Context: an optimization exercise on an open-source flow, tuned for small area, a short achievable clock period and few clock cycles per item. The choices shown serve that exercise and are no tape-out recipe.
Only simulation tests tie the RTL to the original design; equivalence was not proved.
No activity file was given, so power comes from the tool's default toggle rates.

`design.v`:
```
module ntsc_scf (
    input  wire         clk,
    input  wire         rst,
    input  wire         in_valid,
    output wire         in_ready,
    input  wire [7:0]   in_sample,
    input  wire         in_foff,
    output wire [9:0]   kt_addr,
    input  wire [671:0] kt_data,
    output reg          out_valid,
    input  wire         out_ready,
    output reg  [167:0] out_pix
);
    localparam TAPS = 14;
    function integer slot_w(input integer t);
        slot_w = (t >= 12) ? 16 : (t >= 10) ? 17 : (t >= 5) ? 18 : 19;
    endfunction
    reg        hold_v;
    reg  [7:0] hold_s;
    reg        hold_f;
    assign in_ready = !hold_v;
    wire       have_in = hold_v || in_valid;
    wire [7:0] cur_s   = hold_v ? hold_s : in_sample;
    wire       cur_f   = hold_v ? hold_f : in_foff;
    reg  [8:0] col;                      
    reg  [1:0] col_m;                    
    reg  [1:0] ph_q;                     
    reg  [7:0] last_s;                   
    reg        pend;                     
    reg  [9:0] addr_q;
    wire       need_in = (col <= 9'd258);
    wire       consume = (col >= 9'd3) && need_in;
    wire       emit    = (col_m == 2'd0) && ((col >= 9'd9) || pend);
    wire       credit  = !out_valid || out_ready;
    wire       go_col  = (!need_in || have_in) && (!emit || credit);
    wire       go_fl   = (col == 9'd0) && pend && !have_in && credit;
    wire [7:0] smp     = need_in ? cur_s : last_s;
    wire [1:0] ph      = (col == 9'd0) ? {1'b0, cur_f} : ph_q;
    assign kt_addr = addr_q;
    reg        a_v, a_emit;
    reg  [1:0] a_m;
    always @(posedge clk) begin
        if (rst) begin
            hold_v <= 1'b0;
            col    <= 9'd0;
            col_m  <= 2'd0;
            pend   <= 1'b0;
            a_v    <= 1'b0;
        end else begin
            if (go_col && consume)
                hold_v <= 1'b0;
            else if (!hold_v && in_valid) begin
                hold_v <= 1'b1;
                hold_s <= in_sample;
                hold_f <= in_foff;
            end
            a_v    <= go_col || go_fl;
            a_m    <= col_m;
            a_emit <= emit || go_fl;
            if (go_col) begin
                addr_q <= {smp, ph};
                col    <= (col == 9'd263) ? 9'd0 : col + 9'd1;
                col_m  <= (col_m == 2'd2) ? 2'd0 : col_m + 2'd1;
                ph_q   <= (ph == 2'd2) ? 2'd0 : ph + 2'd1;
                if (col == 9'd258)
                    last_s <= cur_s;
                pend   <= (col == 9'd263);
            end else if (go_fl) begin
                pend   <= 1'b0;
            end
        end
    end
    reg        b_v, b_emit;
    reg  [1:0] b_m;
    always @(posedge clk) begin
        if (rst)
            b_v <= 1'b0;
        else
            b_v <= a_v;
        b_m    <= a_m;
        b_emit <= a_emit;
    end
    wire b_sh3 = (b_m == 2'd0);          
    function [7:0] quant(input signed [18:0] a);
        reg signed [19:0] s;
        begin
            s = ($signed({a[18], a}) + 20'sd32) >>> 6;
            if (s < 0)
                quant = 8'd0;
            else if (s > 255)
                quant = 8'd255;
            else
                quant = s[7:0];
        end
    endfunction
    wire [19*TAPS-1:0] xr, xg, xb;
    genvar t;
    generate
        for (t = 0; t < TAPS; t = t + 1) begin : slot
            localparam W = slot_w(t);
            reg  signed [W-1:0] r, g, b;
            assign xr[19*t +: 19] = {{(19-W){r[W-1]}}, r};
            assign xg[19*t +: 19] = {{(19-W){g[W-1]}}, g};
            assign xb[19*t +: 19] = {{(19-W){b[W-1]}}, b};
            wire signed [W-1:0] r2, g2, b2, r3, g3, b3;
            if (t + 2 < TAPS) begin : s2
                assign r2 = xr[19*(t+2) +: W];
                assign g2 = xg[19*(t+2) +: W];
                assign b2 = xb[19*(t+2) +: W];
            end else begin : z2
                assign r2 = {W{1'b0}};
                assign g2 = {W{1'b0}};
                assign b2 = {W{1'b0}};
            end
            if (t + 3 < TAPS) begin : s3
                assign r3 = xr[19*(t+3) +: W];
                assign g3 = xg[19*(t+3) +: W];
                assign b3 = xb[19*(t+3) +: W];
            end else begin : z3
                assign r3 = {W{1'b0}};
                assign g3 = {W{1'b0}};
                assign b3 = {W{1'b0}};
            end
            wire signed [15:0] tr = kt_data[48*t+32 +: 16];
            wire signed [15:0] tg = kt_data[48*t+16 +: 16];
            wire signed [15:0] tb = kt_data[48*t    +: 16];
            always @(posedge clk) begin
                if (b_v) begin
                    r <= (b_sh3 ? r3 : r2) + tr;
                    g <= (b_sh3 ? g3 : g2) + tg;
                    b <= (b_sh3 ? b3 : b2) + tb;
                end
            end
        end
    endgenerate
    wire [23:0] px0 = {quant(xr[0 +: 19]),  quant(xg[0 +: 19]),  quant(xb[0 +: 19])};
    wire [23:0] px1 = {quant(xr[19 +: 19]), quant(xg[19 +: 19]), quant(xb[19 +: 19])};
    wire [23:0] px2 = {quant(xr[38 +: 19]), quant(xg[38 +: 19]), quant(xb[38 +: 19])};
    reg  [119:0] asm_q;                  
    always @(posedge clk) begin
        if (b_v) begin
            case (b_m)
                2'd1: asm_q[24 +: 48] <= {px1, px0};
                2'd2: asm_q[72 +: 48] <= {px1, px0};
                default: asm_q[0 +: 24] <= px2;
            endcase
        end
    end
    wire fire = b_v && (b_m == 2'd0) && b_emit;
    always @(posedge clk) begin
        if (rst)
            out_valid <= 1'b0;
        else if (fire)
            out_valid <= 1'b1;
        else if (out_ready)
            out_valid <= 1'b0;
    end
    always @(posedge clk) begin
        if (fire)
            out_pix <= {px1, px0, asm_q};
    end
endmodule
```
`run.sh`:
```
#!/bin/bash
# synth_recipe.tcl (not shown) runs the flow's synth.tcl, then flattens the netlist and writes it again
# the make line also repeats each setting of config.mk as NAME=value (left out here)
make -C /OpenROAD-flow-scripts/flow DESIGN_CONFIG=/design/flow/config.mk WORK_HOME=/design/flow/orfs CLKGATE_MAP_FILE= SYNTH_SCRIPT=/design/flow/synth_recipe.tcl finish
```
`config.mk`:
```
export PLATFORM = sky130hd
export DESIGN_NAME = ntsc_scf
export DESIGN_NICKNAME = ntsc_scf
export VERILOG_FILES = /design/flow/design.v
export SDC_FILE = /design/flow/constraint.sdc
export NUM_CORES = 4
export LEC_CHECK = 0
export CAP_MARGIN = 20
export CORE_MARGIN = 2
export CORE_UTILIZATION = 40
export SLEW_MARGIN = 20
```
`constraint.sdc`:
```
create_clock -name core_clock -period 6.0 [get_ports {clk}]
set_input_delay 1.2000 -clock core_clock [delete_from_list [all_inputs] [get_ports {clk}]]
set_output_delay 1.2000 -clock core_clock [all_outputs]
set_load 0.01 [all_outputs]
```
==> run summary <==
==> flip-flops by register name, summed over array words and instances, names as in the netlist, 8 cells and up <==
register	cells
slot.g	241
addr_q	10
col	9
slot.r	241
hold_s	8
slot.b	241
out_pix	168
asm_q	120
last_s	8
==> per-stage QoR <==
step | setup slack (ns) | std cells | util, %
global placement | 0.976 | 8539 | 47.2
CTS | 1.25 | 8773 | 49.7
global route | 0.882 | 8796 | 49.8
detailed placement | 0.993 | 8539 | 47.2
finish | 1.22 | 8801 | 49.8
floorplan | -2.31 | 5538 | -
==> final cells by class <==
type | instances | area [sq um]
repair buffers | 896 | 9000
diodes | 28 | 70.1
flip-flops and latches | 1062 | 31700
fillers | 14700 | 82900
clock buffers | 156 | 3390
clock inverters | 78 | 788
multi-input cells | 4217 | 33900
well taps | 2189 | 2740
inverters | 175 | 661
==> cells in the final DEF (no fill, tap or decap), types with 169 or more instances in the layout <==
cell type        instances
clkdlybuf4s50_1        864
mux2_2                 583
ha_1                   631
nor2_1                 324
a21oi_1                439
edfxtp_1              1043
xnor2_1                452
nand2_1                202
o21ai_0                169
inv_1                  174
==> routing by layer <==
metal	track usage, %	vias to the layer above	part of all wire [%]
li1	-	23000	-
met1	32.3	22200	47
met2	36.2	1225	45
met3	4.73	362	5.4
met4	8.44	70	3.1
met5	0	-	0.23
==> power by group through the flow <==
stage	Clock [uW]	Combinational, uW	Sequential [uW]
after floorplan	0	4810	9540
after global placement	0	6660	9650
after detailed placement	0	6740	9660
after CTS	7950	6790	9510
after global routing	8220	7510	9560
final	7730	6790	9520
==> worst min-delay path by stage <==
stage                     slack (ns)  cells after the start     end
after global placement          0.33                      0  b_emit
after floorplan                 0.32                      0  b_emit
after CTS                       0.34                      0  b_emit
after detailed placement        0.34                      0  b_emit
final                           0.34                      0  b_emit
after global routing            0.34                      0  b_emit
==> cells by family after synthesis <==
logic type | share of synthesized area (%)
muxes | 10.2
and+or+nand+nor | 8.48
AOI/OAI and AO/OA | 11.6
xor gates and xnor gates | 7.83
buffers and inverters | 1.49
adders and majority gates | 12.8
DFF | 47.6
==> worst max-delay path: cells and delay by family, from the launching register on <==
kind | cells | cell delay (ns)
simple gates | 3 | 0.78
xor+xnor | 1 | 0.10
mux | 1 | 0.40
fa+ha+maj | 2 | 0.91
buf+inv | 3 | 0.90
flops | 1 | 0.32
compound gates | 4 | 1.04
==> metrics.yaml <==
outcome: "no timing/DRC/antenna violations"
worst_pin_slew_ns: 0.990
fmax_mhz: 209
max-cap-violations: 0
p_sw_uw: 7190
grt_pass1_vias: 46000
yosys-top-cells-count: "1043 x edfxtp_1, 632 x ha_1, 583 x mux2_2, 452 x xnor2_1, 439 x a21oi_1"
slew_headroom_pct: 34.0
drive_gt1_share_pct: 13.3
start_util_pct: 40.3
total_power_uw: 24000
synth_edf_count: 1043
endpoint: "slot[2].b[17]"
die_area_sq_um: 170000
place_congestion: 0.977
hp-class: "register to register"
netlist_area_sq_um: 66500
pwr-share-comb_pct: 28.2
critPathLaunch: "b_m[0]"
dr.pass1.iters: 6
syn_inst: 5538
crit_chain: "inv_1 -> ha_4 -> buf_12 -> buf_4 -> mux2_2 -> ha_1 -> nand4_1 -> nor3_1 -> or4_1 -> o31ai_1 -> o211a_1 -> o21bai_1 -> a21oi_1 -> xnor2_1"
core_area_sq_um: 165000
via_count: 46900
overflow: 0
drc: 0
rr_worst_depth: 14
skew_ns: 0.0290
grt.total_usage_pct: 23.4
hold_start: "a_emit"
cts_resized: 0
crit_path_start_kind: "register"
cts_max_level: 4
whs_ns: 0.342
yosys_warnings: 1
antenna_left: 0
final.period_utilization_pct: 79.7
syn-num-nets: 6885
path_class: "register to register"
cpMaxStageDelayCell: "or4_1"
ctsHoldBuffers: 0
yosys.cell_types.count: 81
synth_seq_area_share_pct: 47.6
power.density_nw_per_um2: 292
hpwl_mm: 165
post_cts_buffers: 0
cts.sinks: 1062
timing.rr.end: "slot[2].b[17]"
end_kind: "register"
synthMostInstantiatedCell: "edfxtp_1"
worstReg2RegStart: "b_m[0]"
stdcell_area_sq_um: 82200
swShare_pct: 29.9
cts_root_buf: "clkbuf_16"
syn_avg_cell_area_sq_um: 12.0
ys_async_sr_fraction_pct: 0
yosysTopAreaCell: "edfxtp_1"
fin_crit_ns: 4.78
leakagePower_uw: 0.0309
routed_wl_mm: 204
grt_max_degree: 167
routedWlPerCell_microns: 23.1
intPower_uw: 16900
grt_pass1_wl_mm: 294
dpl_cell_area_sq_um: 78000
crit_fanout: 41
grt_antenna_before_repair: 92
timing_max_transition_violations_final: 0
yosys-top-cells-area: "edfxtp_1 47%, ha_1 12%, mux2_2 9.9%, xnor2_1 5.9%, a21oi_1 3.3%"
setup_viol: 0
path_clk_slew_ns: 0.06
cp_data_arrival_time_ns: 5.31
io_buffers: 864
row_count: 149
hold_viol: 0
fin_setup_tns_ns: 0
syn_to_final_growth_pct: 23.6
worstSkewPairLatency_ns: 0.79
cp_data_required_time_ns: 6.53
cts_made_buffers: 131
ir_drop_v: 0.000313
r2r_setup_slack_ns: 1.22
num_io_pins: 865
clock_path_buffers: 3
fp.dieH_microns: 412
drt_iter0_drc: 2888
ys_seq_elements: 1062
seqPwrFrac_pct: 39.6
die_w_microns: 412
fin_nets: 7830
rsz0062_at_grt: "no"
cts_tree: "built"
synth_ff_type: "edfxtp_1"
power.share.clock_pct: 32.2
yosys.area.top_type_share_pct: 47.1
viasPerCell: 5.32
cpPeakStageDelay_ns: 0.58
Testbench counts, summed over its fixed seeds: cycles 16,928, pixels 38,528.

[re-timing with driven ports]
The flow's constraints put no driver on any port. The routed layout listed below was extracted and timed again, unchanged, in two steps. Step 1 sets driving cells, clkbuf_16 on the clock port and buf_2 on the other inputs (assumed; they add their load-dependent delay and slew). Step 2, shift: input delay + t, output delay - t, t = (earliest + latest rising clock arrival at the registers) / 2. This alone moves slack from input paths to output paths. a / b / c = ideal ports / drivers / drivers and shift; a / b = the first two.
t, ns: 0.855
slack for setup (ns): 1.220 / 1.220 / 0.970
cell pins on the clock port's net: 1
After both steps setup and hold are still met in this run. The setup slack of this run moves by 0.000 ns with the drivers and by -0.250 ns with both steps.
